This is an optimization exercise on Yosys and OpenROAD, whose aim is small area, a short achievable clock period and few clock cycles, not a production implementation. No functional check of the RTL was part of any run shown here.

$ cat flow/design.v
module dani_deframer (
    input  wire         clk,
    input  wire         rst,            
    input  wire         cfg_proto,      
    input  wire [3:0]   cfg_ctrl_hi,    
    input  wire [7:0]   cfg_sq_code,    
    input  wire [27:0]  cfg_rsplen,     
    input  wire         in_valid,
    input  wire [7:0]   in_data,
    output wire         in_ready,
    output reg          out_valid,
    input  wire         out_ready,
    output wire [4:0]   out_len,        
    output wire [143:0] out_frame,      
    output wire [15:0]  out_drops       
);
    localparam BUFN = 18;
    reg [8*BUFN-1:0] buf_q;     
    reg [4:0]        cnt_q;     
    reg [15:0]       drops_q;   
    reg [4:0]        skip_q;    
    reg              sof0_q;    
    reg              proto_q;   
    reg [7:0]        sq_q;      
    reg              hd_drop;   
    reg              hd_cand;   
    reg [3:0]        hd_v;      
    reg [BUFN-1:4]   hd_lt;     
    reg              in_rdy_q;  
    integer i;
    function [BUFN+1:0] hdr_dec;   
        input [7:0] x0, x1, x2;
        input [1:0] p;
        reg         start, hdr, plaus;
        reg  [3:0]  n;
        reg  [BUFN-1:4] lt;
        integer     k;
        begin
            if (!proto_q) begin
                start = (x0 == 8'hAA);
                hdr   = (p >= 2'd2);
                plaus = (x1[7:4] == cfg_ctrl_hi) && (x1[3:0] != 4'd0) && (x1[3:0] <= 4'd9);
                n     = x1[3:0];
            end else begin
                start = (x0[7:1] == 7'b1111101);
                hdr   = (p == 2'd3);
                plaus = 1'b1;
                n     = 4'd0;
                if (!x0[0]) begin
                    case (x2)
                        8'hF6: n = 4'd3;
                        8'hF3: n = 4'd1;
                        8'h83: n = 4'd2;
                        8'h9B: n = 4'd1;
                        8'h96: n = 4'd8;
                        8'h97: n = 4'd8;
                        default: begin
                            if (x2 != sq_q) plaus = 1'b0;
                        end
                    endcase
                end else begin
                    case (x2)
                        8'hF6: n = cfg_rsplen[3:0];
                        8'hF3: n = cfg_rsplen[7:4];
                        8'h83: n = cfg_rsplen[11:8];
                        8'h9B: n = cfg_rsplen[15:12];
                        8'h96: n = cfg_rsplen[19:16];
                        8'h97: n = cfg_rsplen[23:20];
                        default: n = (x2 == sq_q) ? cfg_rsplen[27:24] : 4'hF;
                    endcase
                    plaus = (n != 4'hF);
                end
            end
            for (k = 4; k < BUFN; k = k + 1)
                lt[k] = ({1'b0, n} + (proto_q ? 5'd4 : 5'd5) > k);
            hdr_dec = {((p != 2'd0) && !start) || (start && hdr && !plaus),
                       start && hdr && plaus, n, lt};
        end
    endfunction
    reg [BUFN-1:0] lt_e;        
    reg [7:0]      term [0:BUFN];
    reg [7:0]      chk;
    reg            eof_ok;
    always @(*) begin
        chk    = 8'h00;
        eof_ok = 1'b0;
        for (i = 0; i < BUFN; i = i + 1) begin
            lt_e[i] = (i < 4) || (proto_q ? hd_lt[i] : (i + 1 < BUFN && hd_lt[i+1]));
            if (lt_e[i] && (proto_q || (i != 0 && i != 1 && i != 3)))
                term[i] = buf_q[8*i +: 8];
            else
                term[i] = 8'h00;
            if (i >= 3 && {1'b0, hd_v} == i - 3)
                chk = chk | buf_q[8*i +: 8];
            if (i >= 4 && {1'b0, hd_v} == i - 4 && buf_q[8*i +: 8] == 8'h55)
                eof_ok = 1'b1;
        end
        term[BUFN] = ~{chk[6:0], 1'b0};
    end
    function [15:0] csa;        
        input [7:0] a, b, c;
        begin
            csa = {((a & b) | (a & c) | (b & c)) << 1, a ^ b ^ c};
        end
    endfunction
    wire [15:0] s1_0 = csa(term[0],  term[1],  term[2]);
    wire [15:0] s1_1 = csa(term[3],  term[4],  term[5]);
    wire [15:0] s1_2 = csa(term[6],  term[7],  term[8]);
    wire [15:0] s1_3 = csa(term[9],  term[10], term[11]);
    wire [15:0] s1_4 = csa(term[12], term[13], term[14]);
    wire [15:0] s1_5 = csa(term[15], term[16], term[17]);
    wire [15:0] s2_0 = csa(s1_0[7:0], s1_0[15:8], s1_1[7:0]);
    wire [15:0] s2_1 = csa(s1_1[15:8], s1_2[7:0], s1_2[15:8]);
    wire [15:0] s2_2 = csa(s1_3[7:0], s1_3[15:8], s1_4[7:0]);
    wire [15:0] s2_3 = csa(s1_4[15:8], s1_5[7:0], s1_5[15:8]);
    wire [15:0] s3_0 = csa(s2_0[7:0], s2_0[15:8], s2_1[7:0]);
    wire [15:0] s3_1 = csa(s2_1[15:8], s2_2[7:0], s2_2[15:8]);
    wire [15:0] s3_2 = csa(s2_3[7:0], s2_3[15:8], term[BUFN]);
    wire [15:0] s4_0 = csa(s3_0[7:0], s3_0[15:8], s3_1[7:0]);
    wire [15:0] s4_1 = csa(s3_1[15:8], s3_2[7:0], s3_2[15:8]);
    wire [15:0] s5_0 = csa(s4_0[7:0], s4_0[15:8], s4_1[7:0]);
    wire [15:0] s6_0 = csa(s5_0[7:0], s5_0[15:8], s4_1[15:8]);
    wire sum_ok = ((s6_0[7:0] ^ s6_0[15:8]) == 8'hFF);
    wire win_ok = sum_ok && (proto_q || (eof_ok && buf_q[31:27] == 5'd0));
    wire skipping = (skip_q[4:1] != 4'd0);
    wire [4:0] hd_t = {1'b0, hd_v} + (proto_q ? 5'd4 : 5'd5);    
    wire complete = (cnt_q >= hd_t);
    wire check    = !skipping && hd_cand && complete;
    wire do_emit  = check && win_ok;
    wire do_drop  = !skipping && (hd_drop || (check && !win_ok));
    wire rm_rdy   = skipping && out_valid;
    wire rm_now   = skipping ? !out_valid : (hd_drop || (hd_cand && complete));
    wire remove   = rm_now || (rm_rdy && out_ready);
    assign in_ready = in_rdy_q;
    wire   accept   = in_valid && in_ready;
    wire [1:0] p0 = (cnt_q > 5'd2) ? 2'd3 : cnt_q[1:0];
    wire [1:0] p1 = (cnt_q > 5'd3) ? 2'd3 : (cnt_q == 5'd0) ? 2'd0 : cnt_q[1:0] - 2'd1;
    wire [BUFN+1:0] dec0 = hdr_dec(buf_q[7:0],  buf_q[15:8],  buf_q[23:16], p0);
    wire [BUFN+1:0] dec1 = hdr_dec(buf_q[15:8], buf_q[23:16], buf_q[31:24], p1);
    wire [BUFN+1:0] dec  = remove ? dec1 : dec0;
    reg [BUFN-1:0] ld_in, en;
    always @(*) begin
        for (i = 0; i < BUFN; i = i + 1) begin
            ld_in[i] = (i + 1 >= cnt_q);
            en[i]    = (rm_now || (i >= cnt_q)) || (rm_rdy && out_ready);
        end
    end
    assign out_frame[7:0] = {1'b1, proto_q, 1'b1, proto_q, 1'b1, 1'b0, 1'b1, sof0_q};
    genvar g;
    generate
        for (g = 1; g < 4; g = g + 1) begin : g_out_lo
            assign out_frame[8*g +: 8] = buf_q[8*(g-1) +: 8];
        end
        for (g = 4; g < BUFN; g = g + 1) begin : g_out
            assign out_frame[8*g +: 8] = hd_lt[g] ? buf_q[8*(g-1) +: 8] : 8'h00;
        end
    endgenerate
    assign out_len   = skip_q;
    assign out_drops = drops_q;
    always @(posedge clk) begin
        for (i = 0; i < BUFN; i = i + 1)
            if (en[i])
                buf_q[8*i +: 8] <= (ld_in[i] || i == BUFN - 1) ? in_data : buf_q[8*(i+1) +: 8];
        proto_q <= cfg_proto;
        sq_q    <= cfg_sq_code;
        hd_v    <= dec[BUFN-1:BUFN-4];
        if (!out_valid && !do_emit) hd_lt <= dec[BUFN-5:0];
        if (do_emit) sof0_q <= buf_q[0];
        if (rst) begin
            cnt_q     <= 5'd0;
            in_rdy_q  <= 1'b1;
            drops_q   <= 16'd0;
            skip_q    <= 5'd0;
            out_valid <= 1'b0;
            hd_drop   <= 1'b0;
            hd_cand   <= 1'b0;
        end else begin
            case ({remove, accept})
                2'b10:   cnt_q <= cnt_q - 5'd1;
                2'b01:   cnt_q <= cnt_q + 5'd1;
                default: cnt_q <= cnt_q;
            endcase
            in_rdy_q <= !(((cnt_q == BUFN[4:0]) || (cnt_q == BUFN[4:0] - 5'd1 && accept)) && !remove);
            hd_drop <= dec[BUFN+1];
            hd_cand <= dec[BUFN];
            if (skipping) begin
                if (remove) skip_q <= skip_q - 5'd1;
            end else if (do_emit) begin
                skip_q <= hd_t;
            end
            if (do_drop) begin
                if (drops_q != 16'hFFFF) drops_q <= drops_q + 16'd1;
            end else if (out_valid && out_ready) begin
                drops_q <= 16'd0;
            end
            if (do_emit)
                out_valid <= 1'b1;
            else if (out_ready)
                out_valid <= 1'b0;
        end
    end
endmodule
$ cat flow/run.sh
#!/bin/bash
# synth_recipe.tcl (not shown) runs the flow's synth.tcl, then flattens the netlist and writes it again
# the make line also repeats each setting of config.mk as NAME=value (left out here)
make -C /OpenROAD-flow-scripts/flow DESIGN_CONFIG=/design/flow/config.mk WORK_HOME=/design/flow/orfs CLKGATE_MAP_FILE= SYNTH_SCRIPT=/design/flow/synth_recipe.tcl finish
$ cat flow/config.mk
export PLATFORM = sky130hd
export DESIGN_NAME = dani_deframer
export DESIGN_NICKNAME = dani_deframer
export VERILOG_FILES = /design/flow/design.v
export SDC_FILE = /design/flow/constraint.sdc
export NUM_CORES = 4
export LEC_CHECK = 0
export CAP_MARGIN = 20
export CELL_PAD_IN_SITES_DETAIL_PLACEMENT = 2
export CELL_PAD_IN_SITES_GLOBAL_PLACEMENT = 2
export CORE_MARGIN = 2
export CORE_UTILIZATION = 30
export PLACE_DENSITY = 0.5
export SLEW_MARGIN = 20
$ cat flow/constraint.sdc
create_clock -name core_clock -period 28.0 [get_ports {clk}]
set_input_delay 5.6000 -clock core_clock [delete_from_list [all_inputs] [get_ports {clk}]]
set_output_delay 5.6000 -clock core_clock [all_outputs]
set_load 0.01 [all_outputs]
==> results of run 1 <==
-- per-layer routing --
layer	up-vias	part of all wire (%)	wire [um]	track usage, %
met4	0	3.0	2430	7.80
met1	7768	43	34900	35.0
li1	6484	-	-	-
met2	413	50	40600	48.4
met3	101	4.5	3680	4.00
met5	-	0	0	0
-- registers in the layout, indices dropped and copies added, names as in the netlist --
signal / count
buf_q: 144
cnt_q: 5
drops_q: 16
hd_cand: 1
hd_drop: 1
hd_lt: 14
hd_v: 4
in_rdy_q: 1
out_valid: 1
proto_q: 1
skip_q: 5
sof0_q: 1
sq_q: 8
-- placed cells by master, fill, tap and decap left out, types with 11 or more instances in the layout --
master / n
mux2i_1: 26
nand2b_1: 19
fa_1: 104
o21ai_0: 44
clkdlybuf4s50_1: 214
a22oi_1: 22
dfxtp_1: 41
o22ai_1: 12
edfxtp_1: 159
nor4_1: 12
nor4bb_1: 11
or3_1: 12
nand3_1: 33
nand4_1: 17
nor2b_1: 71
ha_1: 26
and3_1: 16
and2b_1: 20
a21oi_1: 59
buf_4: 37
xor2_1: 24
xnor2_1: 42
mux2_2: 121
and2_1: 137
nor3_1: 26
clkbuf_16: 30
nor2_1: 96
a31oi_1: 23
inv_1: 107
nand2_1: 205
a22o_1: 13
-- through the flow --
step	area (um2)	std cells	util [%]	worst slack, ns
2_1_floorplan	16900	1759	-	19.90
3_3_place_gp	19800	2657	35.2	18.86
3_5_place_dp	19800	2657	35.3	18.77
4_1_cts	20700	2709	36.9	19.33
5_1_grt	20700	2709	36.9	19.06
6_report	20700	2711	36.9	19.37
-- worst max path at each step --
stage,startpoint,to,slack (ns)
3_5_place_dp,cfg_rsplen[1],hd_lt[6],18.77
2_1_floorplan,cfg_rsplen[21],hd_lt[6],19.90
5_1_grt,proto_q,drops_q[9],19.06
4_1_cts,proto_q,drops_q[7],19.33
3_3_place_gp,cfg_rsplen[17],hd_lt[6],18.86
6_report,cfg_rsplen[1],hd_lt[6],19.37
-- cell families after synthesis --
group / synth area share, %
buffers and inverters: 5.69
xor gates and xnor gates: 3.81
AOI/OAI and AO/OA: 10.2
adders and majority gates: 14.2
other: 0.0444
DFF: 33.3
and+or+nand+nor: 23.1
muxes: 9.67
-- worst register-to-register path: cells and delay by family, from the launching register on --
family          cells  cell delay [ns]
fa+ha+maj           6             3.07
buf+inv             6             1.39
mux                 2             1.37
xor+xnor            6             1.29
compound gates      2             0.53
simple gates        3             0.48
flops               1             0.31
-- cell type report --
class                      instances  share of cell area [%]
multi-input combinational       1338                    50.1
antenna                            2                  0.0242
inverter                         110                    2.00
tap                              756                    4.58
clock buffer                      39                    3.79
clock inverter                    13                   0.539
sequential                       202                    27.3
timing repair buffer             251                    11.7
==> flow_metrics.py, run 1 <==
metrics = {
    "yosys": {
        "synth_cell_types": 82,
        "synth_top_cell_by_area": "edfxtp_1",
        "ys_warn_count": 11,
        "synthCells": 1756,
        "synth_top_area_share_pct": 28.2,
        "synth.area.top_cells": "edfxtp_1, fa_1, mux2_2",
        "synth_flop_cell": "edfxtp_1",
        "syn_area_per_cell_um2": 9.64,
        "postSynth.asyncResetShare_pct": 0,
        "synth_area_mm2": 0.0169,
        "synthTopCellsByCount": "nand2_1, edfxtp_1, and2_1",
        "ys_seq_area_share_pct": 33.3,
        "synth_enable_flop_cells": 159,
        "synth.most_common_cell": "nand2_1",
        "synth_seq_cells": 202,
    },
    "setup_path": {
        "cp.required_ns": 28.32,
        "reg2reg_to": "drops_q[7]",
        "worstSetupStartpointType": "input pin",
        "r2r_slack_ns": 19.46,
        "path_max_fanout": 8,
        "cp_cell_sequence": "clkdlybuf4s50_1, a22oi_1, o21ai_0, a221oi_1, mux2i_1, a21oi_1, o21ai_0, ha_1, o21a_1, o21ai_0, nand2_1, or3_1",
        "cp_slowest_cell": "o21ai_0",
        "crit_type": "in2reg",
        "timing.rr.start": "proto_q",
        "crit_arrival_ns": 8.95,
        "crit_family": "compound AO/OA/AOI/OAI gates",
        "critPathCaptureType": "flop",
        "crit_cells": 12,
        "crit_top_cell": "o21ai_0",
        "rr_worst_depth": 25,
        "path_buf_inv": 1,
        "slowest_delay_ns": 0.66,
    },
    "clock_network": {
        "cts_buffer_depth": 3,
        "cts_max_level": 1,
        "postCtsSetupBuffers": 0,
        "cts_buffers": 28,
        "cts_hold_buffers": 0,
        "ctsResizeCount": 0,
        "clock-sinks": 202,
        "insertion_delay_ns": 0.59,
        "path_clk_slew_ns": 0.06,
        "cts_tree": "done",
        "cts-root-buf": "clkbuf_16",
    },
    "floorplan": {
        "core_mm2": 0.0561,
        "ios": 220,
        "start_util_pct": 30.2,
        "die_w_um": 242,
        "fp.dieH_um": 242,
        "dieArea_mm2": 0.0583,
        "rows": 87,
    },
    "run_status": {
        "outcome": "complete, no violations",
    },
    "final_layout": {
        "multi_input_area_mm2": 0.0104,
        "fillCellCount": 6140,
        "drive_above_1_share_pct": 11.1,
        "final_net_count": 2114,
        "area_growth_pct": 22.2,
        "layout.area.seq_mm2": 0.00564,
    },
    "timing": {
        "hold_slack_ns": 0.536,
        "fmax_mhz": 116,
        "clock_skew_ns": 0.0188,
        "finalSetupTns_ns": 0,
        "post-route-period-util_pct": 30.8,
        "drv_slew": 0,
        "rsz0062_at_grt": "no",
        "tightest_slew_ns": 1.07,
        "finalHoldViolCount": 0,
        "setup_violations": 0,
        "period_needed_ns": 8.63,
        "relSlewSlack_pct": 28.3,
    },
    "flow_run": {
        "max_cap_viol_count": 0,
    },
    "placed_design": {
        "dp_hpwl_um": 61100,
        "port_buffers": 214,
        "place_congestion": 0.867,
    },
    "drt": {
        "drt-initial-drc-count": 1060,
        "wl_um": 81600,
        "drt-wirelength-per-cell_um": 30.1,
        "ant_nets": 0,
        "dr.pass1.iters": 5,
        "viasPerCell": 5.45,
        "vias": 14800,
        "drc": 0,
    },
    "worst_hold_path": {
        "hold_path_end": "drops_q[8]",
        "whs_path_depth": 2,
        "hold_class": "reg2reg",
        "hp-start": "drops_q[8]",
    },
    "grt": {
        "grt_pass1_vias": 16200,
        "grt_pass1_wl_um": 118000,
        "antenna_found_initial": 3,
        "grt-ovfl-total": 0,
        "grt_start_max_net_pins": 46,
        "track_usage_pct": 27.6,
    },
}
==> run 2: changes to the inputs <==
==> flow/flow/run.sh (new file) <==
#!/bin/bash
# Standard layout, except that the port buffers are the small
# sky130_fd_sc_hd__buf_1 instead of the cell buffer_ports picks by itself.
set -euo pipefail
export BUFFER_PORTS_ARGS="-buffer_cell sky130_fd_sc_hd__buf_1"
bash standard.sh > standard.log 2>&1
==> flow/standard.sh (new file) <==
#!/bin/bash
# synth_recipe.tcl (not shown) runs the flow's synth.tcl, then flattens the netlist and writes it again
# the make line also repeats each setting of config.mk as NAME=value (left out here)
make -C /OpenROAD-flow-scripts/flow DESIGN_CONFIG=/design/flow/config.mk WORK_HOME=/design/flow/orfs CLKGATE_MAP_FILE= SYNTH_SCRIPT=/design/flow/synth_recipe.tcl "${@:-finish}"
removed: flow/run.sh
==> flow_metrics.py, run 2 <==
metrics = {
    "run_status": {
        "outcome": "complete, no violations",
    },
    "yosys": {
        "synth_cell_types": 82,
        "syn_area_per_cell_um2": 9.64,
        "ys_seq_area_share_pct": 33.3,
        "synth_area_mm2": 0.0169,
        "synth.most_common_cell": "nand2_1",
        "synth_enable_flop_cells": 159,
        "ys_warn_count": 11,
        "synth_flop_cell": "edfxtp_1",
        "synthCells": 1756,
        "synth.area.top_cells": "edfxtp_1, fa_1, mux2_2",
        "synth_top_cell_by_area": "edfxtp_1",
        "synth_seq_cells": 202,
        "synthTopCellsByCount": "nand2_1, edfxtp_1, and2_1",
        "postSynth.asyncResetShare_pct": 0,
        "synth_top_area_share_pct": 28.2,
    },
    "grt": {
        "track_usage_pct": 27.4,
        "grt_pass1_vias": 15800,
        "grt-ovfl-total": 0,
        "grt_start_max_net_pins": 47,
        "antenna_found_initial": 2,
        "grt_pass1_wl_um": 117000,
    },
    "final_layout": {
        "top_regs": "buf_q (144), drops_q (16), hd_lt (14)",
        "area_growth_pct": 14.6,
        "largest_register_ffs": 144,
        "drive_above_1_share_pct": 11.7,
        "final_net_count": 2117,
        "top_register": "buf_q",
        "final_common_cell": "buf_1",
        "final_cell_mix": "buf_1, nand2_1, edfxtp_1, and2_1, mux2_2",
        "stdcell_count": 2712,
        "final_cell_area_mm2": 0.0194,
    },
    "setup_path": {
        "critPathCaptureType": "flop",
        "slowest_delay_ns": 0.72,
        "timing.rr.start": "proto_q",
        "worstSetupStartpointType": "flop",
        "path_max_fanout": 38,
        "rr_worst_depth": 25,
        "cp_slowest_cell": "mux2i_1",
        "crit_arrival_ns": 9.02,
        "crit_type": "reg2reg",
        "reg2reg_to": "drops_q[11]",
        "path_buf_inv": 6,
        "crit_top_cell": "fa_1",
        "cp.required_ns": 28.50,
        "crit_family": "adder cells",
        "r2r_slack_ns": 19.48,
    },
    "floorplan": {
        "rows": 87,
        "dieArea_mm2": 0.0583,
        "ios": 220,
        "start_util_pct": 30.2,
        "core_mm2": 0.0561,
        "fp.dieH_um": 242,
        "die_w_um": 242,
    },
    "timing": {
        "drv_slew": 0,
        "clock_skew_ns": 0.0142,
        "setup_violations": 0,
        "finalSetupTns_ns": 0,
        "post-route-period-util_pct": 30.4,
        "rsz0062_at_grt": "no",
        "finalHoldViolCount": 0,
        "tightest_slew_ns": 1.11,
        "relSlewSlack_pct": 25.7,
        "fmax_mhz": 117,
        "period_needed_ns": 8.52,
    },
    "placed_design": {
        "dp_cells": 2660,
        "dp_hpwl_um": 61100,
        "port_buffers": 214,
        "placed_area_mm2": 0.0185,
        "place_congestion": 0.900,
    },
    "drt": {
        "drt-initial-drc-count": 882,
        "dr.pass1.iters": 5,
        "viasPerCell": 5.39,
        "vias": 14600,
        "drt-wirelength-per-cell_um": 30.0,
        "drc": 0,
        "wl_um": 81300,
        "ant_nets": 0,
    },
    "clock_network": {
        "ctsResizeCount": 0,
        "cts_buffer_depth": 3,
        "path_clk_slew_ns": 0.05,
        "cts_max_level": 1,
        "clock-sinks": 202,
        "cts_buffers": 27,
        "cts-root-buf": "clkbuf_16",
        "cts_hold_buffers": 0,
        "insertion_delay_ns": 0.59,
        "postCtsSetupBuffers": 0,
        "cts_tree": "done",
    },
    "worst_hold_path": {
        "hold_path_end": "drops_q[8]",
        "hp-start": "drops_q[8]",
        "hold_class": "reg2reg",
        "whs_path_depth": 2,
    },
    "flow_run": {
        "max_cap_viol_count": 0,
    },
}
[run 2: cell counts after synthesis]
No cell type changed its count.
[run 2: cell type report]
class | instances | area [um2]
Antenna cell | 1 | 2.50
Clock inverter | 10 | 140
Sequential cell | 202 | 5640
Multi-Input combinational cell | 1338 | 10300
Clock buffer | 40 | 786
Inverter | 110 | 413
Fill cell | 6215 | 36700
Timing Repair Buffer | 255 | 1120
Tap cell | 756 | 946
[run 2: routing by layer]
| metal | part of all wire, % | track usage, % | vias to the layer above |
|---|---|---|---|
| li1 | - | - | 6489 |
| met1 | 44 | 35.7 | 7704 |
| met2 | 50 | 48.0 | 339 |
| met3 | 3.6 | 3.32 | 90 |
| met4 | 2.6 | 7.01 | 0 |
| met5 | 0 | 0 | - |
[run 2: kinds of logic (layout without fill, tap and decap cells)]
group	after synthesis	after routing	share of synthesized area, %
AO/OA/AOI/OAI	258	258	10.2
XOR/XNOR	69	69	3.81
adder cells (fa/ha/maj)	130	130	14.2
buffers and inverters	219	415	5.69
flip-flops	202	202	33.3
multiplexers	148	148	9.67
other	2	6	0.0444
AND/OR/NAND/NOR	728	728	23.1
[run 2: tightest hold or removal path, stage by stage (launching register included)]
cell     delay, ns
dfxtp_1       0.35
nand2_1       0.07
a21oi_1       0.06
[run 2: worst max-delay path by stage]
stage,startpoint,endpoint,slack [ns],cells past startpoint
3_5_place_dp,cfg_rsplen[1],hd_lt[6],19.22,12
2_1_floorplan,cfg_rsplen[21],hd_lt[6],19.90,15
4_1_cts,proto_q,drops_q[11],19.42,26
6_report,proto_q,drops_q[11],19.48,25
3_3_place_gp,cfg_rsplen[17],hd_lt[6],19.29,12
5_1_grt,proto_q,drops_q[11],19.02,27
[run 2: through the flow]
step | setup WS [ns] | hold WS, ns | utilization (%)
after floorplan | 19.90 | 0.449 | -
after global placement | 19.29 | 0.510 | 32.9
after detailed placement | 19.22 | 0.528 | 32.9
after CTS | 19.42 | 0.536 | 34.6
after global routing | 19.02 | 0.571 | 34.6
final | 19.48 | 0.526 | 34.6
==> run 3: changes to the inputs <==
--- a/flow/design.v
+++ b/flow/design.v
@@ -26,14 +26,10 @@
     reg              hd_cand;   
     reg [3:0]        hd_v;      
-    reg [BUFN-1:4]   hd_lt;     
-    reg              in_rdy_q;  
     integer i;
-    function [BUFN+1:0] hdr_dec;   
+    function [5:0] hdr_dec;     
         input [7:0] x0, x1, x2;
         input [1:0] p;
         reg         start, hdr, plaus;
         reg  [3:0]  n;
-        reg  [BUFN-1:4] lt;
-        integer     k;
         begin
             if (!proto_q) begin
@@ -72,8 +68,6 @@
                 end
             end
-            for (k = 4; k < BUFN; k = k + 1)
-                lt[k] = ({1'b0, n} + (proto_q ? 5'd4 : 5'd5) > k);
             hdr_dec = {((p != 2'd0) && !start) || (start && hdr && !plaus),
-                       start && hdr && plaus, n, lt};
+                       start && hdr && plaus, n};
         end
     endfunction
@@ -86,5 +80,5 @@
         eof_ok = 1'b0;
         for (i = 0; i < BUFN; i = i + 1) begin
-            lt_e[i] = (i < 4) || (proto_q ? hd_lt[i] : (i + 1 < BUFN && hd_lt[i+1]));
+            lt_e[i] = (i < 4) || ({1'b0, hd_v} >= i - 3);
             if (lt_e[i] && (proto_q || (i != 0 && i != 1 && i != 3)))
                 term[i] = buf_q[8*i +: 8];
@@ -129,19 +123,17 @@
     wire do_emit  = check && win_ok;
     wire do_drop  = !skipping && (hd_drop || (check && !win_ok));
-    wire rm_rdy   = skipping && out_valid;
-    wire rm_now   = skipping ? !out_valid : (hd_drop || (hd_cand && complete));
-    wire remove   = rm_now || (rm_rdy && out_ready);
-    assign in_ready = in_rdy_q;
+    wire remove   = skipping ? (!out_valid || out_ready) : (hd_drop || (hd_cand && complete));
+    assign in_ready = (cnt_q != BUFN[4:0]);
     wire   accept   = in_valid && in_ready;
     wire [1:0] p0 = (cnt_q > 5'd2) ? 2'd3 : cnt_q[1:0];
     wire [1:0] p1 = (cnt_q > 5'd3) ? 2'd3 : (cnt_q == 5'd0) ? 2'd0 : cnt_q[1:0] - 2'd1;
-    wire [BUFN+1:0] dec0 = hdr_dec(buf_q[7:0],  buf_q[15:8],  buf_q[23:16], p0);
-    wire [BUFN+1:0] dec1 = hdr_dec(buf_q[15:8], buf_q[23:16], buf_q[31:24], p1);
-    wire [BUFN+1:0] dec  = remove ? dec1 : dec0;
+    wire [5:0] dec0 = hdr_dec(buf_q[7:0],  buf_q[15:8],  buf_q[23:16], p0);
+    wire [5:0] dec1 = hdr_dec(buf_q[15:8], buf_q[23:16], buf_q[31:24], p1);
+    wire [5:0] dec  = remove ? dec1 : dec0;
     reg [BUFN-1:0] ld_in, en;
     always @(*) begin
         for (i = 0; i < BUFN; i = i + 1) begin
             ld_in[i] = (i + 1 >= cnt_q);
-            en[i]    = (rm_now || (i >= cnt_q)) || (rm_rdy && out_ready);
+            en[i]    = remove || (i >= cnt_q);
         end
     end
@@ -149,9 +141,6 @@
     genvar g;
     generate
-        for (g = 1; g < 4; g = g + 1) begin : g_out_lo
-            assign out_frame[8*g +: 8] = buf_q[8*(g-1) +: 8];
-        end
-        for (g = 4; g < BUFN; g = g + 1) begin : g_out
-            assign out_frame[8*g +: 8] = hd_lt[g] ? buf_q[8*(g-1) +: 8] : 8'h00;
+        for (g = 1; g < BUFN; g = g + 1) begin : g_out
+            assign out_frame[8*g +: 8] = (g < skip_q) ? buf_q[8*(g-1) +: 8] : 8'h00;
         end
     endgenerate
@@ -164,10 +153,8 @@
         proto_q <= cfg_proto;
         sq_q    <= cfg_sq_code;
-        hd_v    <= dec[BUFN-1:BUFN-4];
-        if (!out_valid && !do_emit) hd_lt <= dec[BUFN-5:0];
+        hd_v    <= dec[3:0];
         if (do_emit) sof0_q <= buf_q[0];
         if (rst) begin
             cnt_q     <= 5'd0;
-            in_rdy_q  <= 1'b1;
             drops_q   <= 16'd0;
             skip_q    <= 5'd0;
@@ -181,7 +168,6 @@
                 default: cnt_q <= cnt_q;
             endcase
-            in_rdy_q <= !(((cnt_q == BUFN[4:0]) || (cnt_q == BUFN[4:0] - 5'd1 && accept)) && !remove);
-            hd_drop <= dec[BUFN+1];
-            hd_cand <= dec[BUFN];
+            hd_drop <= dec[5];
+            hd_cand <= dec[4];
             if (skipping) begin
                 if (remove) skip_q <= skip_q - 5'd1;
==> flow/run.sh (new file) <==
#!/bin/bash
# synth_recipe.tcl (not shown) runs the flow's synth.tcl, then flattens the netlist and writes it again
# the make line also repeats each setting of config.mk as NAME=value (left out here)
make -C /OpenROAD-flow-scripts/flow DESIGN_CONFIG=/design/flow/config.mk WORK_HOME=/design/flow/orfs CLKGATE_MAP_FILE= SYNTH_SCRIPT=/design/flow/synth_recipe.tcl finish
removed: flow/flow/run.sh
removed: flow/standard.sh
==> flow_metrics.py, run 3 <==
metrics = {
    "final_layout": {
        "final_cell_mix": "clkdlybuf4s50_1, edfxtp_1, mux2_2, nand2_1, nor2b_1",
        "final_net_count": 1943,
        "drive_above_1_share_pct": 13.5,
        "stdcell_count": 2466,
        "fillCellCount": 5703,
        "top_regs": "buf_q (144), drops_q (16), sq_q (8)",
        "area_growth_pct": 22.1,
        "top_register": "buf_q",
        "largest_register_ffs": 144,
        "final_common_cell": "clkdlybuf4s50_1",
    },
    "yosys": {
        "synthCells": 1577,
        "synth.area.top_cells": "edfxtp_1, fa_1, mux2_2",
        "synth.most_common_cell": "edfxtp_1",
        "synth_seq_cells": 187,
        "synth_top_area_share_pct": 27.3,
        "syn_area_per_cell_um2": 10.1,
        "ys_seq_area_share_pct": 32.6,
        "ys_warn_count": 3,
        "synthTopCellsByCount": "edfxtp_1, mux2_2, nand2_1",
        "synth_area_mm2": 0.0160,
        "synth_enable_flop_cells": 145,
        "synth_top_cell_by_area": "edfxtp_1",
        "postSynth.asyncResetShare_pct": 0,
        "synth_flop_cell": "edfxtp_1",
        "synth_cell_types": 88,
    },
    "clock_network": {
        "cts_tree": "done",
        "cts_buffer_depth": 2,
        "postCtsSetupBuffers": 0,
        "cts_hold_buffers": 0,
        "cts_buffers": 17,
        "path_clk_slew_ns": 0.08,
        "cts-root-buf": "clkbuf_16",
        "clock-sinks": 187,
        "cts_max_level": 4,
        "insertion_delay_ns": 0.50,
        "ctsResizeCount": 0,
    },
    "grt": {
        "antenna_found_initial": 7,
        "grt-ovfl-total": 0,
        "grt_pass1_wl_um": 109000,
        "grt_start_max_net_pins": 47,
        "track_usage_pct": 28.1,
        "grt_pass1_vias": 14600,
    },
    "setup_path": {
        "critPathCaptureType": "primary output",
        "crit_arrival_ns": 3.40,
        "worstSetupStartpointType": "flop",
        "cp_cell_sequence": "nor2_2, a21oi_1, and2_1, clkdlybuf4s50_1",
        "slowest_delay_ns": 0.95,
        "crit_type": "reg2out",
        "cp_slowest_cell": "a21oi_1",
        "path_max_fanout": 20,
        "cp.required_ns": 22.40,
    },
    "floorplan": {
        "ios": 220,
        "core_mm2": 0.0526,
        "dieArea_mm2": 0.0550,
        "rows": 84,
        "die_w_um": 235,
        "fp.dieH_um": 235,
        "start_util_pct": 30.4,
    },
    "drt": {
        "ant_nets": 0,
        "drt-initial-drc-count": 1064,
        "vias": 13600,
        "dr.pass1.iters": 5,
        "drc": 0,
        "drt-wirelength-per-cell_um": 31.0,
        "viasPerCell": 5.53,
        "wl_um": 76400,
    },
    "run_status": {
        "outcome": "complete, no violations",
    },
    "timing": {
        "period_needed_ns": 9.00,
        "setup_violations": 0,
        "drv_slew": 0,
        "fmax_mhz": 111,
        "finalHoldViolCount": 0,
        "finalSetupTns_ns": 0,
        "relSlewSlack_pct": 21.7,
        "clock_skew_ns": 0.0178,
        "tightest_slew_ns": 1.17,
        "rsz0062_at_grt": "no",
        "post-route-period-util_pct": 32.2,
        "worst_slack_ns": 19.00,
    },
    "placed_design": {
        "port_buffers": 214,
        "dp_hpwl_um": 59000,
        "post-place-ws_ns": 19.29,
        "dp_cells": 2429,
        "place_congestion": 0.892,
    },
    "flow_run": {
        "max_cap_viol_count": 0,
    },
    "worst_hold_path": {
        "hold_class": "reg2reg",
    },
}
## run 3: changes by cell type in the layout (fill, tap and decap cells not counted), moves of 16 or more
cell,change
and2b_1,-17
mux2_2,+16
buf_1,-206
and2_1,-37
and3_1,+16
clkdlybuf4s50_1,+214
nor2_1,-27
nand2_1,-84
nor2b_1,+47
nor3_1,-16
## run 3: metrics by stage
stage,utilization [%],instance area (um2),hold slack (ns)
floorplan,-,16000,0.424
global placement,35.9,18900,0.482
detailed placement,35.9,18900,0.498
CTS,37.0,19400,0.516
global route,37.1,19500,0.559
finish,37.1,19500,0.518
## run 3: kinds of logic after synthesis
family                   count (synthesis)  share of synthesized area, %
multiplexers                           163                          11.5
XOR/XNOR                                66                          3.86
buffers and inverters                  193                          4.93
AND/OR/NAND/NOR                        616                          22.3
AO/OA/AOI/OAI                          221                          9.75
other                                    2                        0.0471
adder cells (fa/ha/maj)                129                          15.0
flip-flops                             187                          32.6
## run 3: final cells by class
type / instances / area, um2 / share of cell area [%]
diodes: 4 / 10.0 / 0.0514
clock buffers: 18 / 429 / 2.20
clock inverters: 14 / 159 / 0.816
inverters: 102 / 383 / 1.97
multi-input cells: 1200 / 10000 / 51.4
flip-flops and latches: 187 / 5200 / 26.7
well taps: 688 / 861 / 4.42
repair buffers: 253 / 2430 / 12.5
## run 3: path summary, 6_finish.rpt
kind	startpoint	end	slack, ns	cells past startpoint
max	skip_q[4]	out_frame[50]	19.00	4
min	drops_q[14]	drops_q[14]	0.52	2
max reg2reg	hd_v[2]	drops_q[12]	19.99	23
min reg2reg	drops_q[14]	drops_q[14]	0.52	2
## run 3: layer usage
metal	wire (um)	GRT usage [%]	up-vias	part of all wire, %
li1	-	-	5943	-
met3	3620	3.25	38	4.7
met4	841	5.42	0	1.1
met1	35800	40.0	7284	47
met2	36200	46.0	360	47
met5	0	0	-	0
## run 3: critical path, delay by kind of cell (launching register included)
| family | cells | cell delay [ns] |
|---|---|---|
| compound gates | 1 | 0.95 |
| buf+inv | 1 | 0.54 |
| flops | 1 | 0.83 |
| simple gates | 2 | 0.58 |
==> run 4: changes to the inputs <==
--- a/flow/design.v
+++ b/flow/design.v
@@ -25,11 +25,12 @@
     reg              hd_drop;   
     reg              hd_cand;   
-    reg [3:0]        hd_v;      
+    reg [4:0]        hd_t;
     integer i;
-    function [5:0] hdr_dec;     
+    function [6:0] hdr_dec;     
         input [7:0] x0, x1, x2;
         input [1:0] p;
         reg         start, hdr, plaus;
         reg  [3:0]  n;
+        reg  [4:0]  t;
         begin
             if (!proto_q) begin
@@ -37,5 +38,5 @@
                 hdr   = (p >= 2'd2);
                 plaus = (x1[7:4] == cfg_ctrl_hi) && (x1[3:0] != 4'd0) && (x1[3:0] <= 4'd9);
-                n     = x1[3:0];
+                t     = {1'b0, x1[3:0]} + 5'd5;
             end else begin
                 start = (x0[7:1] == 7'b1111101);
@@ -67,25 +68,27 @@
                     plaus = (n != 4'hF);
                 end
+                t = {1'b0, n} + 5'd4;
             end
             hdr_dec = {((p != 2'd0) && !start) || (start && hdr && !plaus),
-                       start && hdr && plaus, n};
+                       start && hdr && plaus, t};
         end
     endfunction
-    reg [BUFN-1:0] lt_e;        
-    reg [7:0]      term [0:BUFN];
-    reg [7:0]      chk;
-    reg            eof_ok;
+    reg [BUFN:0]  lt_e;         
+    reg [7:0]     term [0:BUFN];
+    reg [7:0]     chk;
+    reg           eof_ok;
     always @(*) begin
+        for (i = 0; i <= BUFN; i = i + 1)
+            lt_e[i] = (i + (proto_q ? 0 : 1) < hd_t);
         chk    = 8'h00;
         eof_ok = 1'b0;
         for (i = 0; i < BUFN; i = i + 1) begin
-            lt_e[i] = (i < 4) || ({1'b0, hd_v} >= i - 3);
             if (lt_e[i] && (proto_q || (i != 0 && i != 1 && i != 3)))
                 term[i] = buf_q[8*i +: 8];
             else
                 term[i] = 8'h00;
-            if (i >= 3 && {1'b0, hd_v} == i - 3)
+            if (lt_e[i] && !lt_e[i+1])
                 chk = chk | buf_q[8*i +: 8];
-            if (i >= 4 && {1'b0, hd_v} == i - 4 && buf_q[8*i +: 8] == 8'h55)
+            if (i > 0 && lt_e[i-1] && !lt_e[i] && buf_q[8*i +: 8] == 8'h55)
                 eof_ok = 1'b1;
         end
@@ -118,5 +121,4 @@
     wire win_ok = sum_ok && (proto_q || (eof_ok && buf_q[31:27] == 5'd0));
     wire skipping = (skip_q[4:1] != 4'd0);
-    wire [4:0] hd_t = {1'b0, hd_v} + (proto_q ? 5'd4 : 5'd5);    
     wire complete = (cnt_q >= hd_t);
     wire check    = !skipping && hd_cand && complete;
@@ -128,7 +130,7 @@
     wire [1:0] p0 = (cnt_q > 5'd2) ? 2'd3 : cnt_q[1:0];
     wire [1:0] p1 = (cnt_q > 5'd3) ? 2'd3 : (cnt_q == 5'd0) ? 2'd0 : cnt_q[1:0] - 2'd1;
-    wire [5:0] dec0 = hdr_dec(buf_q[7:0],  buf_q[15:8],  buf_q[23:16], p0);
-    wire [5:0] dec1 = hdr_dec(buf_q[15:8], buf_q[23:16], buf_q[31:24], p1);
-    wire [5:0] dec  = remove ? dec1 : dec0;
+    wire [6:0] dec0 = hdr_dec(buf_q[7:0],  buf_q[15:8],  buf_q[23:16], p0);
+    wire [6:0] dec1 = hdr_dec(buf_q[15:8], buf_q[23:16], buf_q[31:24], p1);
+    wire [6:0] dec  = remove ? dec1 : dec0;
     reg [BUFN-1:0] ld_in, en;
     always @(*) begin
@@ -153,5 +155,5 @@
         proto_q <= cfg_proto;
         sq_q    <= cfg_sq_code;
-        hd_v    <= dec[3:0];
+        hd_t    <= dec[4:0];
         if (do_emit) sof0_q <= buf_q[0];
         if (rst) begin
@@ -163,11 +165,7 @@
             hd_cand   <= 1'b0;
         end else begin
-            case ({remove, accept})
-                2'b10:   cnt_q <= cnt_q - 5'd1;
-                2'b01:   cnt_q <= cnt_q + 5'd1;
-                default: cnt_q <= cnt_q;
-            endcase
-            hd_drop <= dec[5];
-            hd_cand <= dec[4];
+            cnt_q   <= cnt_q - {4'd0, remove} + {4'd0, accept};
+            hd_drop <= dec[6];
+            hd_cand <= dec[5];
             if (skipping) begin
                 if (remove) skip_q <= skip_q - 5'd1;
==> flow_metrics.py, run 4 <==
metrics = {
    "clock_network": {
        "cts_buffer_depth": 2,
        "clock-sinks": 188,
        "insertion_delay_ns": 0.51,
        "cts_buffers": 17,
        "path_clk_slew_ns": 0.08,
        "cts_hold_buffers": 0,
        "ctsResizeCount": 0,
        "postCtsSetupBuffers": 0,
        "cts_tree": "done",
        "cts-root-buf": "clkbuf_16",
        "cts_max_level": 4,
    },
    "final_layout": {
        "top_regs": "buf_q (144), drops_q (16), sq_q (8)",
        "final_common_cell": "clkdlybuf4s50_1",
        "drive_above_1_share_pct": 12.1,
        "final_cell_area_mm2": 0.0200,
        "final_net_count": 2044,
        "final_cell_mix": "clkdlybuf4s50_1, edfxtp_1, mux2_2, nor2b_1, nand2_1",
        "largest_register_ffs": 144,
        "top_register": "buf_q",
        "area_growth_pct": 21.9,
        "stdcell_count": 2546,
    },
    "drt": {
        "wl_met1_um": 38400,
        "viasPerCell": 5.69,
        "wl_um": 83100,
        "drc": 0,
        "dr_wl_met3_um": 3830,
        "vias": 14500,
        "met2_wirelength_um": 39100,
        "drt-wirelength-per-cell_um": 32.6,
        "top_layer": "met4",
        "drt-initial-drc-count": 1302,
        "ant_nets": 0,
        "dr.pass1.iters": 6,
    },
    "timing": {
        "tightest_slew_ns": 1.22,
        "post-route-period-util_pct": 32.9,
        "fmax_mhz": 109,
        "drv_slew": 0,
        "finalHoldViolCount": 0,
        "period_needed_ns": 9.20,
        "relSlewSlack_pct": 19.0,
        "finalSetupTns_ns": 0,
        "rsz0062_at_grt": "no",
        "clock_skew_ns": 0.0150,
        "setup_violations": 0,
    },
    "yosys": {
        "synth_area_mm2": 0.0164,
        "synth.most_common_cell": "edfxtp_1",
        "synth_top_cell_by_area": "edfxtp_1",
        "synth_enable_flop_cells": 145,
        "synth_seq_cells": 188,
        "syn_area_per_cell_um2": 9.99,
        "synthTopCellsByCount": "edfxtp_1, mux2_2, nor2b_1",
        "synth_cell_types": 76,
        "postSynth.asyncResetShare_pct": 0,
        "ys_warn_count": 4,
        "synthCells": 1640,
        "synth_top_area_share_pct": 26.6,
        "ys_seq_area_share_pct": 31.8,
        "synth.area.top_cells": "edfxtp_1, fa_1, mux2_2",
        "synth_flop_cell": "edfxtp_1",
    },
    "grt": {
        "grt-ovfl-total": 0,
        "grt_start_max_net_pins": 28,
        "track_usage_pct": 29.8,
        "grt_pass1_wl_um": 118000,
        "grt_pass1_vias": 15500,
        "antenna_found_initial": 4,
    },
    "setup_path": {
        "crit_arrival_ns": 9.62,
        "slowest_delay_ns": 0.67,
        "crit_type": "reg2reg",
        "worstSetupStartpointType": "flop",
        "path_max_fanout": 26,
        "critPathCaptureType": "flop",
        "cp_slowest_cell": "a22o_1",
        "crit_top_cell": "fa_1",
        "cp.required_ns": 28.42,
    },
    "placed_design": {
        "placed_area_mm2": 0.0193,
        "dp_hpwl_um": 63900,
        "place_congestion": 0.938,
        "dp_cells": 2512,
        "port_buffers": 214,
    },
    "floorplan": {
        "die_w_um": 238,
        "rows": 85,
        "fp.dieH_um": 238,
        "start_util_pct": 30.4,
        "core_mm2": 0.0539,
        "dieArea_mm2": 0.0565,
        "ios": 220,
    },
    "worst_hold_path": {
        "hold_class": "reg2reg",
    },
    "run_status": {
        "outcome": "complete, no violations",
    },
    "flow_run": {
        "max_cap_viol_count": 0,
    },
}
run 4: cell types whose count changed in the layout (fill, tap and decap cells not counted), sizes merged, moves of 8 or more:
cell / change
a22oi: +29
ha: +26
a21oi: +10
mux2i: -11
nor4bb: -15
a222oi: +8
nand3: +16
and3: -12
nor2: +14
o21ai: -10
nor2b: +11
and2: +19
nor3: +13
run 4: path summary, 6_finish.rpt:
check	end	from	slack (ns)	cells past startpoint
setup reg to reg	drops_q[12]	proto_q	18.80	28
hold / removal	drops_q[1]	drops_q[1]	0.52	2
setup / recovery	drops_q[12]	proto_q	18.80	28
hold reg to reg	drops_q[1]	drops_q[1]	0.52	2
run 4: cell type report:
class                           instances  area, um2
Inverter                               98        368
Clock inverter                         14        196
Antenna cell                            2       5.00
Sequential cell                       188       5220
Fill cell                            5888      34000
Clock buffer                           18        429
Multi-Input combinational cell       1280      10500
Timing Repair Buffer                  250       2410
Tap cell                              696        871
run 4: per-stage QoR:
| step | hold WS (ns) | setup WS, ns | util (%) |
|---|---|---|---|
| floorplan | 0.441 | 20.18 | - |
| global placement | 0.510 | 19.06 | 35.9 |
| detailed placement | 0.513 | 18.91 | 35.9 |
| CTS | 0.526 | 18.83 | 37.0 |
| global route | 0.566 | 18.29 | 37.0 |
| finish | 0.525 | 18.80 | 37.0 |
run 4: routing by layer:
layer,global-route usage (%),vias up
met1,41.9,7727
li1,-,6234
met3,3.52,73
met5,0,-
met4,7.78,0
met2,48.3,458
run 4: critical path, delay by kind of cell, from the launching register on:
kind                     cells  cell delay, ns
adder cells (fa/ha/maj)      7            3.42
AO/OA/AOI/OAI                6            2.47
buffers and inverters        6            0.96
XOR/XNOR                     7            1.53
flip-flops                   1            0.32
AND/OR/NAND/NOR              2            0.40
run 4: logic make-up (layout without fill, tap and decap cells):
group | Yosys count | count (layout) | synth area share, %
multiplexers | 150 | 150 | 10.4
AND/OR/NAND/NOR | 648 | 648 | 21.6
flip-flops | 188 | 188 | 31.8
AO/OA/AOI/OAI | 257 | 257 | 11.3
other | 2 | 7 | 0.0458
adder cells (fa/ha/maj) | 156 | 156 | 16.7
XOR/XNOR | 64 | 64 | 3.67
buffers and inverters | 175 | 380 | 4.44

[separate check: timing with driven ports]
In the flow no input, the clock included, has a driving cell. The finished layouts below were timed again as built, in two steps.
Step 1 assumes that a clkbuf_16 drives the clock port and a buf_2 every other input.
Step 2 moves the port delays by t, midway between the first and last clock arrival at a register: inputs arrive t later, outputs are due t later. That takes back most of the time a late clock gives input paths.
a / b / c = no drivers / after step 1 / after step 2; a / b = the first two.
run | t (ns) | setup slack, ns | hold WS [ns] | clock arrival spread, ns | worst slew at a driven data input, ns
run 1 | 0.642 | 19.366 / 19.406 / 18.764 | 0.536 / 0.536 / 0.536 | 0.022 / 0.022 | 0.04
run 2 | 0.645 | 19.480 / 19.480 / 19.237 | 0.526 / 0.526 / 0.526 | 0.015 / 0.015 | 0.06
run 3 | 0.555 | 18.997 / 18.936 / 19.491 | 0.518 / 0.518 / 0.518 | 0.018 / 0.018 | 0.06
run 4 | 0.560 | 18.797 / 18.797 / 18.797 | 0.525 / 0.525 / 0.525 | 0.016 / 0.016 | 0.07
After both steps setup and hold are still met in every run listed. For run 1, which loses most, drivers alone change the setup slack by +0.040 ns; drivers and shift together by -0.602 ns.
